Background: an optimization exercise with open tools, aiming at small area, a short achievable clock period and few clock cycles. Do not read the settings as production practice. The RTL was checked by simulation tests, not by an equivalence proof against the original design. Power figures rest on the tool's default switching activity, not on a simulated workload.

==> flow/design.v (excerpt) <==
module jbd_bms_parser (
    input  wire        clk,
    input  wire        rst,         
    input  wire        cmd_valid,
    input  wire [15:0] cmd_word,
    output wire        cmd_ready,
    input  wire [11:0] rd_addr,
    output wire [31:0] rd_data
);
export LEC_CHECK = 0
export ABC_AREA = 0
export CAP_MARGIN = 20
export CORE_MARGIN = 2
export CORE_UTILIZATION = 55
export CTS_CLUSTER_DIAMETER = 65
export CTS_CLUSTER_SIZE = 30
export PLACE_DENSITY = 0.7
export SETUP_SLACK_MARGIN = 4.0
export SLEW_MARGIN = 20
export SYNTH_HIERARCHICAL = 1
create_clock -name core_clock -period 10.0 [get_ports {clk}]
run.sh (not shown) runs the stock make flow with config.mk's settings and CLKGATE_MAP_FILE= SYNTH_SCRIPT=/design/flow/synth_recipe.tcl, a recipe that flattens the netlist after the stock synthesis.
Testbench counts at the start, summed over its fixed seeds: cycles 10,075.
Next try:
Settings changed: CORE_UTILIZATION 55 to 50, CTS_CLUSTER_DIAMETER 65 to 80, CTS_CLUSTER_SIZE 30 to 20, PLACE_DENSITY 0.7 to 0.65.
What happened: Count of clock-buffer cells in the layout rose by 40; combinational power fell by about 9%; design area hardly moves.
Next try:
Settings changed: CORE_UTILIZATION 50 to 55, PLACE_DENSITY 0.65 to 0.7, SETUP_SLACK_MARGIN 4.0 to 4.5.
Register-to-register slack gets better by 0.25 ns.
Routed wire length went up slightly.
Maximum frequency rises by a few percent.
Sequential power is about the same.
Non-clock buffer count goes up by 33.
Critical path depth falls by 3.
Via count went up by a few percent.
Total power increases slightly.
Core utilization came out higher by 6.4 points.
Flip-flop and latch count does not change.
Next try:
Settings changed: CORE_UTILIZATION 55 to 57, PLACE_DENSITY 0.7 to 0.72, SETUP_SLACK_MARGIN 4.5 to 4.0.
What happened: Final cell count barely changes. Global-route usage goes up by 1.9 points. Wire length rises slightly. Power barely changes. Setup slack got worse by 0.022 ns. Flip-flop and latch count stays the same.
Next try:
Settings changed: CORE_UTILIZATION 57 to 55, CTS_CLUSTER_DIAMETER 80 to 75, CTS_CLUSTER_SIZE 20 to 24, PLACE_DENSITY 0.72 to 0.7.
Routed wire length is lower by 5.1%.
Fmax climbs by 0.46%.
First-iteration DRC count is lower by 9.5%.
Clock skew grows by 0.0050 ns.
Worst setup slack improved by 0.032 ns.
Next try:
Settings changed: ABC_AREA 0 to 1, CTS_CLUSTER_DIAMETER 75 to 80, CTS_CLUSTER_SIZE 24 to 20.
Effect:
- The changed run went through all stages and came out clean
- total power grows by 3.3%
- first-iteration DRC count shrinks by 5.3%
- flip-flop and latch count stays the same
- clock skew grows by 0.012 ns
- global-route usage grows by 2.7 points
- area after synthesis grows by 5.8%

jbd_bms_parser again, from the RTL that the note above started with.
Design jbd_bms_parser, start of the top module:
module jbd_bms_parser (
    input  wire        clk,
    input  wire        rst,         
    input  wire        cmd_valid,
    input  wire [15:0] cmd_word,
    output wire        cmd_ready,
    input  wire [11:0] rd_addr,
    output wire [31:0] rd_data
);
    localparam [7:0] OP_NOP      = 8'h00,
                     OP_CLEAR    = 8'h01,
                     OP_PUSH     = 8'h02,
                     OP_VALIDATE = 8'h03,
                     OP_DECODE   = 8'h04,
                     OP_PARSE    = 8'h05;
    localparam [3:0] R_OK           = 4'h0,
                     R_INCOMPLETE   = 4'h1,
                     R_BAD_START    = 4'h2,
                     R_BAD_END      = 4'h3,
                     R_LEN_MISMATCH = 4'h4,
                     R_DEV_STATUS   = 4'h5,
                     R_UNKNOWN_TYPE = 4'h6,
                     R_CSUM         = 4'h7,
                     R_UNSUPPORTED  = 4'h8,
                     R_REC_SIZE     = 4'h9,
                     R_NOT_VALID    = 4'hA,
                     R_ILLEGAL      = 4'hB;
  ...
Settings: LEC_CHECK=0, ABC_AREA=0, CAP_MARGIN=20, CORE_MARGIN=2, CORE_UTILIZATION=55, CTS_CLUSTER_DIAMETER=70, CTS_CLUSTER_SIZE=26, PLACE_DENSITY=0.7, SETUP_SLACK_MARGIN=4.0, SLEW_MARGIN=20, SYNTH_HIERARCHICAL=1; clock period 10.0 ns.
Testbench counts at the start, summed over its fixed seeds: cycles 10,075.
Next try:
--- a/flow/config.mk
+++ b/flow/config.mk
@@ -12,2 +12,2 @@
-export CTS_CLUSTER_DIAMETER = 70
-export CTS_CLUSTER_SIZE = 26
+export CTS_CLUSTER_DIAMETER = 80
+export CTS_CLUSTER_SIZE = 20
The changed run completed without violations.
Global-route usage is higher by 2.3 points.
Via count is higher slightly.
Register-to-register slack got worse by 0.05 ns.
Non-clock buffer count is higher by 25.
Total power is higher by a few percent.
Sequential power stays flat.
Routed wire length is higher slightly.
Synthesized area stays the same.

## alpha
Another version of the RTL of jbd_bms_parser (not shown whole).
Size in the first run: ~7,600 cells after synthesis, roughly 2,200 flip-flops, roughly 64 I/O pins, ~76,000 µm² of cells after synthesis.
clock: 10.0 ns
lec_check: 0
abc_area: 1
cap_margin: 20
core_margin: 2
core_utilization: 55
cts_cluster_diameter: 80
cts_cluster_size: 20
place_density: 0.7
setup_slack_margin: 4.0
slew_margin: 20
tns_end_percent: 30
Testbench counts of alpha, summed over its fixed seeds: cycles 10,075.
diff inputs: alpha => beta
# alpha
export LEC_CHECK = 0
export ABC_AREA = 1
export CAP_MARGIN = 20
export CORE_MARGIN = 2
export CORE_UTILIZATION = 55
export CTS_CLUSTER_DIAMETER = 80
export CTS_CLUSTER_SIZE = 20
export PLACE_DENSITY = 0.7
export SETUP_SLACK_MARGIN = 4.0
export SLEW_MARGIN = 20
export TNS_END_PERCENT = 30
create_clock -name core_clock -period 10.0 [get_ports {clk}]
# beta
export LEC_CHECK = 0
export ABC_AREA = 1
export CAP_MARGIN = 20
export CORE_MARGIN = 2
export CORE_UTILIZATION = 55
export CTS_CLUSTER_DIAMETER = 80
export CTS_CLUSTER_SIZE = 20
export PLACE_DENSITY = 0.7
export SETUP_SLACK_MARGIN = 4.0
export SLEW_MARGIN = 20
create_clock -name core_clock -period 10.0 [get_ports {clk}]
### Flow results
- beta ended up with a higher layout net count than alpha did.
- Hold slack: beta vs alpha down 6.5 ps
- Any difference in area fraction in compound gates after synthesis between alpha and beta is small enough to ignore.

Setup of run A:
jbd_bms_parser, a different RTL version from the one above (not shown whole).
Size in the first run: roughly 7700 cells after synthesis, ~2200 flip-flops, ~64 I/O pins, about 77000 µm² of cells after synthesis.
Design jbd_bms_parser, start of the top module:
module jbd_bms_parser (
    input  wire        clk,
    input  wire        rst,         
    input  wire        cmd_valid,
    input  wire [15:0] cmd_word,
    output wire        cmd_ready,
    input  wire [11:0] rd_addr,
    output wire [31:0] rd_data
);
    localparam [7:0] OP_NOP      = 8'h00,
                     OP_CLEAR    = 8'h01,
                     OP_PUSH     = 8'h02,
                     OP_VALIDATE = 8'h03,
                     OP_DECODE   = 8'h04,
                     OP_PARSE    = 8'h05;
    localparam [3:0] R_OK           = 4'h0,
                     R_INCOMPLETE   = 4'h1,
                     R_BAD_START    = 4'h2,
                     R_BAD_END      = 4'h3,
                     R_LEN_MISMATCH = 4'h4,
                     R_DEV_STATUS   = 4'h5,
                     R_UNKNOWN_TYPE = 4'h6,
                     R_CSUM         = 4'h7,
                     R_UNSUPPORTED  = 4'h8,
                     R_REC_SIZE     = 4'h9,
                     R_NOT_VALID    = 4'hA,
                     R_ILLEGAL      = 4'hB;
    localparam [1:0] ST_NONE = 2'd0, ST_VALIDATE = 2'd1, ST_DECODE = 2'd2, ST_COMMAND = 2'd3;
    localparam [1:0] T_NONE  = 2'd0, T_BASIC     = 2'd1, T_CELLS   = 2'd2, T_UNKNOWN  = 2'd3;
    localparam NSTAT = 64;         
    localparam NRING = 12;         
    localparam CAP_SIZE = 262;
    reg [7:0]  sbuf [0:NSTAT-1];         
    reg [7:0]  hbuf [0:5];               
    reg [7:0]  ring [0:NRING*16-1];      
    reg [3:0]  phase;
    reg        ready_q;
    reg [15:0] cap_len;
  ...
Settings: LEC_CHECK=0, ABC_AREA=1, CAP_MARGIN=20, CORE_MARGIN=2, CORE_UTILIZATION=55, CTS_CLUSTER_DIAMETER=80, CTS_CLUSTER_SIZE=20, PLACE_DENSITY=0.7, SETUP_SLACK_MARGIN=4.0, SLEW_MARGIN=20; clock period 10.0 ns.
Run A: all stages complete, timing, DRC and antenna checks passed
Testbench counts of run A, summed over its fixed seeds: cycles 10,075.
The inputs of run B differ from those of run A as listed below.
- CORE_UTILIZATION changed from 55 to 60
- PLACE_DENSITY changed from 0.7 to 0.74
### Flow results
- Run B did not run to completion, as it errored out during global routing (5_1_grt).
- Run B vs run A: post-placement cell area down
- From run A to run B the numbers moved as follows: share of synthesized registers carrying an async set or reset ~0 delta; mapped cell area ~0 delta; worst setup slack after placement +0.49 ns.
- Horizontal die dimension, run B vs run A: down by a few percent
- Run B -> run A: synthesized instance count delta 0, exact match
- Of run A and run B, run A shows the higher height of the chip, with run B below it.
Relative to run B, the following input files were edited for run C:
- a change of CORE_UTILIZATION from 60 to 55
- a change of PLACE_DENSITY from 0.74 to 0.7
- an added GPL_ROUTABILITY_DRIVEN of 0
## What came out
Of the runs run C and run B, none of them finished clean. Diff run B -> run C: standard cell area after detailed placement fell by about 0.9%; setup slack at placement fell by 0.16 ns. Compared with run B, run C shows post-detailed-placement half-perimeter wirelength that has gone down by more than 10%.
diff inputs: run C => run D
- SETUP_SLACK_MARGIN changed from 4.0 to 3
- CORE_UTILIZATION changed from 55 to 50
- PLACE_DENSITY changed from 0.7 to 0.65
- GPL_ROUTABILITY_DRIVEN removed (was 0)
[summary]
Comparing run D against run C, there is no change at all in top-level port count.
Comparing run D against run C, there is no change at all in number of buffers inserted by hold repair at cts.
On worst setup slack before clock tree synthesis: run D sits above run C.
As far as sequential area share after synthesis goes, run D and run C are indistinguishable; the numbers are identical.
Number of standard-cell rows in the floorplan in run D vs run C: up 7
Among run D and run C, the run that stopped before the end is run C, and it is the only one.
As far as number of buffer cells added on primary ports goes, run C and run D are indistinguishable; the numbers are identical.
Compared with run C, run D shows final HPWL from detailed placement that has gone up by more than a quarter.
In the metrics for run D and run C, the one carrying the higher starting density of the core is run C.
Relative to run D, the following input files were edited for run E:
- SYNTH_HIERARCHICAL: unset -> 1
- PLACE_DENSITY: 0.65 -> 0.7
- ABC_AREA: 1 -> 0
- CORE_UTILIZATION: 50 -> 55
- SETUP_SLACK_MARGIN: 3 -> 4.0
Findings:
- The flow did not stop early for run E: all stages ran, and the layout cleared the timing, design-rule and antenna checks.
- Diff run D -> run E: synthesized cell count shrank by 15%, count of clock-buffer cells in the layout now smaller, multi-input combinational gate total lower, standard-cell row count went down by about 2%.
- Looking at average detailed-routed wire length per instance, run E sits about 7% lower than run D does.
The inputs of run F differ from those of run E as listed below.
- swapping 0.7 for 0.65 in PLACE_DENSITY
- swapping 0 for 1 in ABC_AREA
- clearing SYNTH_HIERARCHICAL, which used to be 1
- swapping 55 for 50 in CORE_UTILIZATION
--- outcome ---
Both conditions hold for run F: the flow ran to the end and the final layout passed the timing, design-rule and antenna checks.
Run F: synthesized net count is 1148 higher than what run E reported.
Looking at number of DRC markers in iteration 0, run F sits 1431 higher than run E does.
Total inserted antenna cells delta for run F relative to run E: 7 higher
The higher hold slack of run E and run F is in run E.
Note that the routed length on met2 recorded for run F amounts to 1.2 times the value seen in run E.
Cell area of run F exceeds that of run E slightly.
Run F against run E: number of gates on the worst path with buffers counted now sits higher; total routed wirelength now sits higher.

-- re-timing with driven ports --
No port has a modelled driver above. Below, the same layouts with a new extraction and two added sets of constraints.
Step 1 sets driving cells, clkbuf_16 on the clock port and buf_2 on the other inputs (assumed; they add their load-dependent delay and slew).
Step 2 times the ports against the registers' clock, not the clock port: input delays grow and output delays shrink by t, the midpoint of the rising clock arrivals with the driver on.
a / b / c = ideal ports / drivers / drivers and shift; a / b = the first two.
run	t, ns	setup slack, ns	worst hold slack (ns)	worst register clock-pin slew, ns	worst slew at a driven data input, ns
the first run of note 1	0.843	3.082 / 2.995 / 2.995	0.339 / 0.339 / 0.339	0.11 / 0.11	0.19
the second run of note 1	0.884	2.818 / 2.786 / 2.786	0.336 / 0.336 / 0.336	0.10 / 0.10	0.12
the third run of note 1	0.879	2.963 / 2.902 / 2.902	0.321 / 0.321 / 0.321	0.09 / 0.09	0.29
the fourth run of note 1	0.875	2.942 / 2.860 / 2.860	0.329 / 0.329 / 0.329	0.10 / 0.10	0.28
the fifth run of note 1	0.858	2.974 / 2.856 / 2.856	0.336 / 0.336 / 0.336	0.10 / 0.10	0.30
the sixth run of note 1	0.883	3.204 / 3.158 / 3.158	0.318 / 0.318 / 0.318	0.09 / 0.09	0.09
the first run of note 2	0.855	2.987 / 2.928 / 2.928	0.338 / 0.338 / 0.338	0.11 / 0.11	0.28
the second run of note 2	0.881	3.032 / 2.912 / 2.912	0.323 / 0.323 / 0.323	0.09 / 0.09	0.27
alpha	0.918	2.880 / 2.779 / 2.779	0.322 / 0.322 / 0.322	0.10 / 0.10	0.17
beta	0.904	2.987 / 2.902 / 2.902	0.316 / 0.316 / 0.316	0.10 / 0.10	0.16
run A	0.901	2.976 / 2.917 / 2.917	0.315 / 0.315 / 0.315	0.10 / 0.10	0.14
run D	0.913	2.582 / 2.453 / 2.453	0.335 / 0.335 / 0.335	0.10 / 0.10	0.14
run E	0.888	2.841 / 2.713 / 2.713	0.336 / 0.336 / 0.336	0.09 / 0.09	0.16
run F	0.899	2.944 / 2.856 / 2.856	0.305 / 0.305 / 0.305	0.10 / 0.10	0.14
After both steps setup and hold are still met in every run listed. For run D, which loses most, drivers alone change the setup slack by -0.129 ns; drivers and shift together by -0.129 ns.
